Source: an optimization exercise on an open RTL-to-GDS flow (aim: small area, a short achievable clock period and few clock cycles per item). Production flows keep margins and buffers that such runs may drop.
Where RTL was checked, it was by simulation tests only, not by an equivalence proof against the original.
The flow treats the clock pin as an ideal source. Dropping or thinning the clock tree relies on that and would not hold on a real chip.
Power is estimated from default activity; no workload was simulated.

## alpha
==> module ptc_builder, before the edit <==
module ptc_builder (
    input  wire        clk,
    input  wire        rst,
    input  wire        start,
    output wire        start_ready,
    input  wire [7:0]  cfg_dtype,
    input  wire [31:0] cfg_total,
    input  wire [15:0] cfg_cyl,
    input  wire [7:0]  cfg_heads,
    input  wire [7:0]  cfg_sect,
    input  wire [7:0]  cfg_ilv,
    input  wire [31:0] cfg_nfull,
    output wire [7:0]  rsvd_addr,
    input  wire [7:0]  rsvd_data,
    output wire        out_valid,
    input  wire        out_ready,
    output wire [7:0]  out_data,
    output wire        res_valid,
    output wire        res_refused,
    output wire        res_warn
);
    reg        scan;         
    reg        srdy;         
    reg        pend;         
    reg        act;          
    reg        ov;           
    reg        rv;           
    reg        rref;         
    reg        rwarn;        
    reg  [7:0] od;           
    reg  [8:0] p;            
    reg [15:0] romx;         
    reg  [7:0] dtype;
    reg [23:0] total;
    reg [15:0] cyl;
    reg  [7:0] heads;
    reg  [7:0] sect;
    reg  [7:0] ilv;
    reg  [3:0] n4;           
    reg        big;          
    reg        wtop;         
    assign start_ready = srdy;
    assign out_valid   = ov;
    assign out_data    = od;
    assign res_valid   = rv;
    assign res_refused = rref;
    assign res_warn    = rwarn;
    wire [8:0] laddr = {p[1], p[8:2], p[0]};
    wire [7:0] off   = laddr[7:0];
    assign rsvd_addr = off;
    wire nz   = big | (n4 != 4'd0);          
    wire warn = wtop | (total[15:0] != 16'd0) | (total[19:16] != n4);
    wire rsvd_off = (off == 8'h08) | (off == 8'h0F) | (off == 8'h10) | (off >= 8'h15);
    wire [3:0] nm1 = n4 - 4'd1;
    wire [7:0] kx0 = big ? 8'hA0
                   : {4'h5, n4[0] ? n4 : {~n4[2] & ~n4[1], ~n4[1], 2'b10}};
    wire [7:0] kx1 = big ? 8'hB9
                   : {1'b0, ~(n4 == 4'd1 || n4 == 4'd3), 2'b00, nm1 ^ 4'h6};
    wire [15:0] kx = {kx1, kx0};
    wire [7:0] cks0 = romx[7:0]  ^ kx[7:0]  ^ dtype ^ total[15:8] ^ cyl[15:8] ^ sect;
    wire [7:0] cks1 = romx[15:8] ^ kx[15:8] ^ total[7:0] ^ total[23:16] ^ cyl[7:0]
                    ^ heads ^ ilv;
    wire [3:0] ei = laddr[7:4];              
    wire [3:0] eb = laddr[3:0];              
    wire i_lt = big | (ei < n4);             
    wire i_eq = ~big & (ei == n4);           
    wire i_le = i_lt | i_eq;
    wire [3:0] eim1 = ei - 4'd1;
    wire [3:0] eip1 = ei + 4'd1;
    reg [7:0] hbyte, ebyte;
    always @(*) begin
        case (off)
            8'h00, 8'h01: hbyte = 8'hAE;
            8'h02:        hbyte = cks0;
            8'h03:        hbyte = cks1;
            8'h04:        hbyte = dtype;
            8'h05:        hbyte = total[7:0];
            8'h06:        hbyte = total[15:8];
            8'h07:        hbyte = total[23:16];
            8'h09:        hbyte = cyl[7:0];
            8'h0A:        hbyte = cyl[15:8];
            8'h0B:        hbyte = heads;
            8'h0C:        hbyte = sect;
            8'h0D:        hbyte = ilv;
            8'h11, 8'h12, 8'h13, 8'h14: hbyte = 8'hFF;
            default:      hbyte = 8'h00;
        endcase
        case (eb)
            4'd0: ebyte = !i_le ? 8'h00 : (ei == 4'd0) ? 8'h01 : (ei == 4'd1) ? 8'h00
                        : {4'hF, 4'd1 - ei};                
            4'd1: ebyte = (i_le && ei >= 4'd2) ? 8'hFF : 8'h00;
            4'd2: ebyte = !i_le ? {4'd0, n4} : (ei == 4'd0) ? 8'h00 : (ei == 4'd1) ? 8'h01
                        : {4'd0, eim1};
            4'd3: ebyte = i_lt ? 8'hFF : i_eq ? {4'd0, nm1} : 8'h00;
            4'd4: ebyte = i_lt ? 8'hFF : 8'h00;
            4'd5: ebyte = (ei < 4'd4 && (ei == 4'd0 || i_lt)) ? 8'h40 : 8'h00;
            4'd6: ebyte = 8'hC1;
            4'd7: ebyte = 8'hC5;
            4'd8: ebyte = (ei < 4'd9) ? {4'hB, eip1} : 8'hB1;
            4'd9: ebyte = (ei < 4'd9) ? 8'hA0 : {4'hB, ei - 4'd9};
            default: ebyte = 8'hA0;
        endcase
    end
    wire       use_rom = ~laddr[8] & rsvd_off;
    wire [7:0] lbyte   = laddr[8] ? ebyte : hbyte;
    wire [7:0] nbyte   = use_rom ? rsvd_data : lbyte;
    wire idle_out = ~act & ~ov;
    wire begin_b  = pend & nz & idle_out;    
    wire refuse   = pend & ~nz & idle_out;   
    wire load     = (act & (~ov | out_ready)) | begin_b;
    wire plast    = (p == 9'd511);
    wire take     = start & srdy;
    wire pend_n = take | (pend & ~begin_b & ~refuse);
    wire act_n  = load ? ~plast : act;
    always @(posedge clk) begin
        if (rst) begin
            scan  <= 1'b1;
            srdy  <= 1'b0;
            pend  <= 1'b0;
            act   <= 1'b0;
            ov    <= 1'b0;
            rv    <= 1'b0;
            p     <= 9'd0;
            romx  <= 16'd0;
        end else begin
            rv   <= (ov & ~act & out_ready) | refuse;   
            pend <= pend_n;
            act  <= act_n;
            srdy <= ~scan & ~pend_n & ~act_n;
            if (scan) begin
                if (rsvd_off) begin
                    if (p[0]) romx[15:8] <= romx[15:8] ^ rsvd_data;
                    else      romx[7:0]  <= romx[7:0]  ^ rsvd_data;
                end
                p <= p + {7'd0, p[0], 1'b1};
                if (off == 8'hFF) scan <= 1'b0;
            end else if (load) begin
                p <= p + 9'd1;
            end
            if (load)
                ov <= 1'b1;
            else if (out_ready)
                ov <= 1'b0;
        end
    end
    always @(posedge clk) begin
        if (load)
            od <= nbyte;
        if (srdy) begin
            dtype <= cfg_dtype;
            total <= cfg_total[23:0];
            cyl   <= cfg_cyl;
            heads <= cfg_heads;
            sect  <= cfg_sect;
            ilv   <= cfg_ilv;
            n4    <= cfg_nfull[3:0];
            big   <= (cfg_nfull[31:4] != 28'd0);
            wtop  <= (cfg_total[31:20] != cfg_nfull[15:4]) | (cfg_nfull[31:16] != 16'd0);
        end else if (!(pend && ov)) begin
            rref  <= ~nz;
            rwarn <= warn;
        end
    end
endmodule
clock: 10.0 ns
lec_check: 0
cap_margin: 20
core_margin: 2
core_utilization: 55
place_density: 0.7
slew_margin: 65
standard.sh (not shown) runs the stock make flow with config.mk's settings and CLKGATE_MAP_FILE= SYNTH_SCRIPT=/design/flow/synth_recipe.tcl, a recipe that flattens the netlist after the stock synthesis.
==> flow/flow/run.sh <==
#!/bin/bash
set -euo pipefail
here=$(cd "$(dirname "$0")" && pwd)
bufs="BUFFER_PORTS_ARGS=-buffer_cell sky130_fd_sc_hd__buf_1"
res=orfs/results/sky130hd/ptc_builder/base
bash standard.sh "$bufs" "PRE_CTS_TCL=$here/clock_tree.tcl" finish > make_finish.log 2>&1
PLATFORM_DIR="$FLOW_HOME/platforms/sky130hd" RES="$res" \
  openroad -no_init -exit "$here/clock_slew.tcl" > clock_slew.log 2>&1
slew=$(awk '/^CLKSLEW_PS/ {print $2}' clock_slew.log)
echo "one-level clock tree: clock-pin slew ${slew:-unknown} ps"
if [[ -z "$slew" ]] || awk -v s="$slew" 'BEGIN { exit !(s > 120) }'; then
  echo "redoing the layout from placement with ORFS's clock tree"
  cp -r orfs/logs logs_onelevel
  bash standard.sh "$bufs" clean_cts clean_route clean_finish > make_clean.log 2>&1
  bash standard.sh "$bufs" finish > make_finish_tritoncts.log 2>&1
fi
Other scripts of this flow, unchanged in this note and not shown: flow/flow/clock_slew.tcl, flow/flow/clock_tree.tcl
## Diff of input files: beta against alpha
--- a/flow/design.v
+++ b/flow/design.v
@@ -23,8 +23,9 @@
     reg        srdy;         
     reg        pend;         
     reg        act;          
     reg        ov;           
+    reg        lastb;        
     reg        rv;           
     reg        rref;         
     reg        rwarn;        
     reg  [7:0] od;           
@@ -36,9 +37,10 @@
     reg  [7:0] heads;
     reg  [7:0] sect;
     reg  [7:0] ilv;
     reg  [3:0] n4;           
-    reg        big;          
+    reg        nhi;          
+    reg        nmid;         
     reg        wtop;         
     assign start_ready = srdy;
     assign out_valid   = ov;
     assign out_data    = od;
@@ -47,10 +49,11 @@
     assign res_warn    = rwarn;
     wire [8:0] laddr = {p[1], p[8:2], p[0]};
     wire [7:0] off   = laddr[7:0];
     assign rsvd_addr = off;
+    wire big  = nhi | nmid;                  
     wire nz   = big | (n4 != 4'd0);          
-    wire warn = wtop | (total[15:0] != 16'd0) | (total[19:16] != n4);
+    wire warn = wtop | nhi | (total[15:0] != 16'd0) | (total[19:16] != n4);
     wire rsvd_off = (off == 8'h08) | (off == 8'h0F) | (off == 8'h10) | (off >= 8'h15);
     wire [3:0] nm1 = n4 - 4'd1;
     wire [7:0] kx0 = big ? 8'hA0
                    : {4'h5, n4[0] ? n4 : {~n4[2] & ~n4[1], ~n4[1], 2'b10}};
@@ -122,9 +125,9 @@
             rv    <= 1'b0;
             p     <= 9'd0;
             romx  <= 16'd0;
         end else begin
-            rv   <= (ov & ~act & out_ready) | refuse;   
+            rv   <= (ov & out_ready & lastb) | refuse;
             pend <= pend_n;
             act  <= act_n;
             srdy <= ~scan & ~pend_n & ~act_n;
             if (scan) begin
@@ -143,20 +146,23 @@
                 ov <= 1'b0;
         end
     end
     always @(posedge clk) begin
-        if (load)
-            od <= nbyte;
+        if (load) begin
+            od    <= nbyte;
+            lastb <= plast;
+        end
         if (srdy) begin
             dtype <= cfg_dtype;
             total <= cfg_total[23:0];
             cyl   <= cfg_cyl;
             heads <= cfg_heads;
             sect  <= cfg_sect;
             ilv   <= cfg_ilv;
             n4    <= cfg_nfull[3:0];
-            big   <= (cfg_nfull[31:4] != 28'd0);
-            wtop  <= (cfg_total[31:20] != cfg_nfull[15:4]) | (cfg_nfull[31:16] != 16'd0);
+            nhi   <= (cfg_nfull[31:16] != 16'd0);
+            nmid  <= (cfg_nfull[15:4] != 12'd0);
+            wtop  <= (cfg_total[31:20] != cfg_nfull[15:4]);
         end else if (!(pend && ov)) begin
             rref  <= ~nz;
             rwarn <= warn;
         end
Findings:
- A dominant power group of the clock network is what alpha shows, while sequential cells belongs to beta.
- Relative to alpha, total power decreased by 29% in beta.
- Going from alpha to beta, count of sequential standard cells increased by 2 relative to the old numbers, die extent in x decreased about 1.4%, area after synthesis lost 3.0%.
- Summary of beta over alpha: register-to-register setup slack moved down, worst relative slew slack went down by 1.4 points.
Testbench counts of beta, summed over its fixed seeds: cycles 100,560, builds 192.
For alpha, only the layout was checked, not whether the RTL still works. In beta the design's own scripts or RTL, not TritonCTS, make the clock network.

[port drivers added, routing unchanged]
No port has a modelled driver above. Below, the same layouts with a new extraction and two added sets of constraints. Step 1 sets driving cells, clkbuf_16 on the clock port and buf_2 on the other inputs (assumed; they add their load-dependent delay and slew). Step 2 also shifts input and output timing later by t, the mid clock arrival at the registers, as if the neighbouring blocks saw the same clock. Three values: no drivers, after step 1, after step 2; two values: the first two.
run | t (ns) | setup slack, ns | latest minus earliest clock arrival (ns) | worst register clock-pin slew, ns | worst slew at a driven data input, ns
alpha | 0.458 | 6.674 / 6.633 / 6.806 | 0.006 / 0.006 | 0.06 / 0.06 | 0.05
beta | 0.260 | 6.799 / 6.809 / 6.608 | 0.014 / 0.014 | 0.12 / 0.12 | 0.04
After both steps every run listed still meets setup and hold. The setup slack of beta, which loses most, moves by +0.010 ns with the drivers and by -0.191 ns with both steps.
